Source: an optimization exercise on an open RTL-to-GDS flow (aim: small area, a short achievable clock period and few clock cycles per item). Production flows keep margins and buffers that such runs may drop. Power and IR drop assume default switching activity.

// ntsc_csc
module ntsc_csc (
    input  wire        clk,
    input  wire        rst,
    input  wire        in_valid,
    output wire        in_ready,
    input  wire [1:0]  in_op,
    input  wire [31:0] in_data,
    output wire        out_valid,
    input  wire        out_ready,
    output wire [31:0] out_data,
    output wire        out_err
);
Size: roughly 2900 cells after synthesis, about 190 flip-flops, about 23000 um2 of cells after synthesis.
==> module ntsc_csc, before the edit <==
module ntsc_csc (
    input  wire        clk,
    input  wire        rst,
    input  wire        in_valid,
    output wire        in_ready,
    input  wire [1:0]  in_op,
    input  wire [31:0] in_data,
    output wire        out_valid,
    input  wire        out_ready,
    output wire [31:0] out_data,
    output wire        out_err
);
    localparam OP_DECODE = 2'd0;
    localparam OP_ENCODE = 2'd1;
    localparam OP_PACK   = 2'd2;
    localparam OP_UNPACK = 2'd3;
    reg         qa_v, qb_v;
    reg  [23:0] qa_d, qb_d;
    reg         qa_e, qb_e;
    wire        adv = !qb_v;
    reg         v0;
    reg  [1:0]  op0;
    reg  [23:0] d0;
    reg         e0;
    reg         v1;
    reg  [1:0]  op1;
    reg  [23:0] d1;
    reg         e1;
    reg  [2:0]  step1;
    reg  [5:0]  idx1;
    reg         first1, last1;
    wire        done1 = !v1 | last1;
    wire        take0 = adv & done1;
    assign in_ready = adv & (!v0 | done1);
    always @(posedge clk) begin
        if (rst) begin
            v0 <= 1'b0;
        end else if (in_ready) begin
            v0 <= in_valid;
        end
    end
    always @(posedge clk) begin
        if (in_ready) begin
            op0 <= in_op;
            d0  <= in_data[23:0];
            e0  <= |in_data[31:6];
        end
    end
    wire [23:0] ccol  = done1 ? d0 : d1;
    wire [2:0]  cstep = done1 ? 3'd0 : step1;
    wire [6:0]  cand;
    ntsc_cand u_cand (.col(ccol), .step(cstep), .o(cand));
    always @(posedge clk) begin
        if (rst) begin
            v1 <= 1'b0;
        end else if (take0) begin
            v1 <= v0;
        end
    end
    always @(posedge clk) begin
        if (adv) begin
            if (done1) begin
                op1    <= op0;
                d1     <= d0;
                e1     <= e0;
                step1  <= 3'd1;
                first1 <= 1'b1;
                idx1   <= (op0 == OP_ENCODE) ? cand[5:0] : d0[5:0];
                last1  <= (op0 == OP_ENCODE) ? cand[6] : 1'b1;
            end else begin
                step1  <= step1 + 3'd1;
                first1 <= 1'b0;
                idx1   <= cand[5:0];
                last1  <= cand[6];
            end
        end
    end
    wire [23:0] prgb;
    wire [16:0] pk;
    ntsc_palette u_pal (.index(idx1), .rgb(prgb));
    ntsc_palk    u_pk  (.index(idx1), .k(pk));
    wire [9:0]  r3 = {2'b00, d1[23:16]} + {1'b0, d1[23:16], 1'b0};
    wire [9:0]  g3 = {2'b00, d1[15:8]}  + {1'b0, d1[15:8], 1'b0};
    wire [9:0]  b3 = {2'b00, d1[7:0]}   + {1'b0, d1[7:0], 1'b0};
    function [9:0] pick(input [1:0] dig, input [7:0] c, input [9:0] c3);
        case (dig)
            2'd0:    pick = 10'd0;
            2'd1:    pick = {2'b00, c};
            2'd2:    pick = {1'b0, c, 1'b0};
            default: pick = c3;
        endcase
    endfunction
    function [33:0] csa(input [16:0] a, input [16:0] b, input [16:0] c);
        csa = {(a & b | a & c | b & c) << 1, a ^ b ^ c};
    endfunction
    wire [16:0] row0 = {7'd0, pick(prgb[19:18], d1[23:16], r3)};
    wire [16:0] row1 = {5'd0, pick(prgb[21:20], d1[23:16], r3), 2'd0};
    wire [16:0] row2 = {3'd0, pick(prgb[23:22], d1[23:16], r3), 4'd0};
    wire [16:0] row3 = {7'd0, pick(prgb[11:10], d1[15:8], g3)};
    wire [16:0] row4 = {5'd0, pick(prgb[13:12], d1[15:8], g3), 2'd0};
    wire [16:0] row5 = {3'd0, pick(prgb[15:14], d1[15:8], g3), 4'd0};
    wire [16:0] row6 = {7'd0, pick(prgb[3:2], d1[7:0], b3)};
    wire [16:0] row7 = {5'd0, pick(prgb[5:4], d1[7:0], b3), 2'd0};
    wire [16:0] row8 = {3'd0, pick(prgb[7:6], d1[7:0], b3), 4'd0};
    wire [33:0] l1a = csa(row0, row1, row2);
    wire [33:0] l1b = csa(row3, row4, row5);
    wire [33:0] l1c = csa(row6, row7, row8);
    wire [33:0] l2a = csa(l1a[16:0], l1a[33:17], l1b[16:0]);
    wire [33:0] l2b = csa(l1b[33:17], l1c[16:0], l1c[33:17]);
    wire [33:0] l3a = csa(l2a[16:0], l2a[33:17], l2b[16:0]);
    wire [33:0] l4a = csa(l3a[16:0], l3a[33:17], l2b[33:17]);
    wire [33:0] l5a = csa(l4a[16:0], l4a[33:17], pk);
    wire [15:0] packed565;
    wire [23:0] unpacked;
    ntsc_pack   u_pack   (.c(d1), .w(packed565));
    ntsc_unpack u_unpack (.w(d1[15:0]), .c(unpacked));
    reg  [23:0] r1;
    always @(*) begin
        case (op1)
            OP_DECODE: r1 = e1 ? 24'd0 : prgb;
            OP_ENCODE: r1 = {1'b0, idx1, l5a[16:0]};
            OP_PACK:   r1 = {8'd0, packed565};
            default:   r1 = unpacked;
        endcase
    end
    reg         v2;
    reg         enc2, first2, last2, err2;
    reg  [23:0] d2;
    reg  [16:1] c2;
    always @(posedge clk) begin
        if (rst) begin
            v2 <= 1'b0;
        end else if (adv) begin
            v2 <= v1;
        end
    end
    always @(posedge clk) begin
        if (adv) begin
            enc2   <= (op1 == OP_ENCODE);
            first2 <= first1;
            last2  <= last1;
            err2   <= e1 & (op1 == OP_DECODE);
            d2     <= r1;
            c2     <= l5a[33:18];
        end
    end
    reg  [16:0] best;
    reg  [5:0]  bidx;
    wire [16:0] score2 = d2[16:0] + {c2, 1'b0};
    wire        better = first2 | ($signed(score2) > $signed(best));
    always @(posedge clk) begin
        if (adv & v2 & enc2 & better) begin
            best <= score2;
            bidx <= d2[22:17];
        end
    end
    wire        push   = adv & v2 & (!enc2 | last2);
    wire [23:0] push_d = enc2 ? {18'd0, better ? d2[22:17] : bidx} : d2;
    wire        push_e = !enc2 & err2;
    wire        pop    = qa_v & out_ready;
    always @(posedge clk) begin
        if (rst) begin
            qa_v <= 1'b0;
            qb_v <= 1'b0;
        end else begin
            qa_v <= qb_v | push | (qa_v & !out_ready);
            qb_v <= qa_v & !out_ready & (qb_v | push);
        end
    end
    always @(posedge clk) begin
        if (!qa_v | out_ready) begin
            qa_d <= qb_v ? qb_d : push_d;
            qa_e <= qb_v ? qb_e : push_e;
        end
        if (!qb_v) begin
            qb_d <= push_d;
            qb_e <= push_e;
        end
    end
    assign out_valid = qa_v;
    assign out_data  = {8'd0, qa_d};
    assign out_err   = qa_e;
endmodule
export LEC_CHECK = 0
export CAP_MARGIN = 20
export CORE_MARGIN = 2
export CORE_UTILIZATION = 40
export SETUP_SLACK_MARGIN = 5
export SLEW_MARGIN = 20
create_clock -name core_clock -period 10.5 [get_ports {clk}]
run.sh (not shown) runs the stock make flow with config.mk's settings and CLKGATE_MAP_FILE= SYNTH_SCRIPT=/design/flow/synth_recipe.tcl, a recipe that flattens the netlist after the stock synthesis.
Change:
--- a/flow/design.v
+++ b/flow/design.v
@@ -1797,12 +1797,13 @@
     reg  [1:0]  op1;
     reg  [23:0] d1;
     reg         e1;
     reg  [2:0]  step1;
     reg  [5:0]  idx1;
     reg         first1, last1;
+    reg         sel1;        
     wire        done1 = !v1 | last1;
     wire        take0 = adv & done1;
     assign in_ready = adv & (!v0 | done1);
     always @(posedge clk) begin
         if (rst) begin
             v0 <= 1'b0;
@@ -1814,24 +1815,31 @@
         if (in_ready) begin
             op0 <= in_op;
             d0  <= in_data[23:0];
             e0  <= |in_data[31:6];
         end
     end
-    wire [23:0] ccol  = done1 ? d0 : d1;
-    wire [2:0]  cstep = done1 ? 3'd0 : step1;
+    wire [23:0] ccol  = sel1 ? d0 : d1;
+    wire [2:0]  cstep = sel1 ? 3'd0 : step1;
     wire [6:0]  cand;
     ntsc_cand u_cand (.col(ccol), .step(cstep), .o(cand));
     always @(posedge clk) begin
         if (rst) begin
             v1 <= 1'b0;
         end else if (take0) begin
             v1 <= v0;
         end
     end
     always @(posedge clk) begin
+        if (rst) begin
+            sel1 <= 1'b1;
+        end else if (adv) begin
+            sel1 <= done1 ? (!v0 | (op0 != OP_ENCODE) | cand[6]) : cand[6];
+        end
+    end
+    always @(posedge clk) begin
         if (adv) begin
             if (done1) begin
                 op1    <= op0;
                 d1     <= d0;
                 e1     <= e0;
                 step1  <= 3'd1;
@@ -1877,30 +1885,30 @@
     wire [33:0] l1b = csa(row3, row4, row5);
     wire [33:0] l1c = csa(row6, row7, row8);
     wire [33:0] l2a = csa(l1a[16:0], l1a[33:17], l1b[16:0]);
     wire [33:0] l2b = csa(l1b[33:17], l1c[16:0], l1c[33:17]);
     wire [33:0] l3a = csa(l2a[16:0], l2a[33:17], l2b[16:0]);
     wire [33:0] l4a = csa(l3a[16:0], l3a[33:17], l2b[33:17]);
-    wire [33:0] l5a = csa(l4a[16:0], l4a[33:17], pk);
     wire [15:0] packed565;
     wire [23:0] unpacked;
     ntsc_pack   u_pack   (.c(d1), .w(packed565));
     ntsc_unpack u_unpack (.w(d1[15:0]), .c(unpacked));
     reg  [23:0] r1;
     always @(*) begin
         case (op1)
             OP_DECODE: r1 = e1 ? 24'd0 : prgb;
-            OP_ENCODE: r1 = {1'b0, idx1, l5a[16:0]};
+            OP_ENCODE: r1 = {1'b0, idx1, l4a[16:0]};
             OP_PACK:   r1 = {8'd0, packed565};
             default:   r1 = unpacked;
         endcase
     end
     reg         v2;
     reg         enc2, first2, last2, err2;
     reg  [23:0] d2;
     reg  [16:1] c2;
+    reg  [16:0] k2;
     always @(posedge clk) begin
         if (rst) begin
             v2 <= 1'b0;
         end else if (adv) begin
             v2 <= v1;
         end
@@ -1909,18 +1917,20 @@
         if (adv) begin
             enc2   <= (op1 == OP_ENCODE);
             first2 <= first1;
             last2  <= last1;
             err2   <= e1 & (op1 == OP_DECODE);
             d2     <= r1;
-            c2     <= l5a[33:18];
+            c2     <= l4a[33:18];
+            k2     <= pk;
         end
     end
     reg  [16:0] best;
     reg  [5:0]  bidx;
-    wire [16:0] score2 = d2[16:0] + {c2, 1'b0};
+    wire [33:0] l5a    = csa(d2[16:0], {c2, 1'b0}, k2);
+    wire [16:0] score2 = l5a[16:0] + l5a[33:17];
     wire        better = first2 | ($signed(score2) > $signed(best));
     always @(posedge clk) begin
         if (adv & v2 & enc2 & better) begin
             best <= score2;
             bidx <= d2[22:17];
         end
=> The new run finished clean; critical path depth went up by 1; combinational power went down by a few percent; sequential cell count went up by 15; non-clock buffer count went down by 123; worst setup slack improved by 0.14 ns; wire length went up slightly.
Function was not checked in any run of this note: the RTL went through the layout flow alone.

static timing again, ports no longer ideal:
Ports are ideal in the flow. The routed layouts listed here were re-timed in OpenROAD.
Step 1 assumes that a clkbuf_16 drives the clock port and a buf_2 every other input.
Step 2 moves the port delays by t, midway between the first and last clock arrival at a register: inputs arrive t later, outputs are due t later. That takes back most of the time a late clock gives input paths.
Slacks: no drivers / after step 1 / after step 2; pairs: no drivers / after step 1.
| run | shift t [ns] | setup slack, ns | clock arrival spread, ns |
|---|---|---|---|
| the first run | 0.552 | 4.963 / 4.963 / 4.963 | 0.033 / 0.033 |
| the second run | 0.628 | 5.100 / 5.100 / 5.100 | 0.072 / 0.072 |
After both steps setup and hold are still met in every run listed.
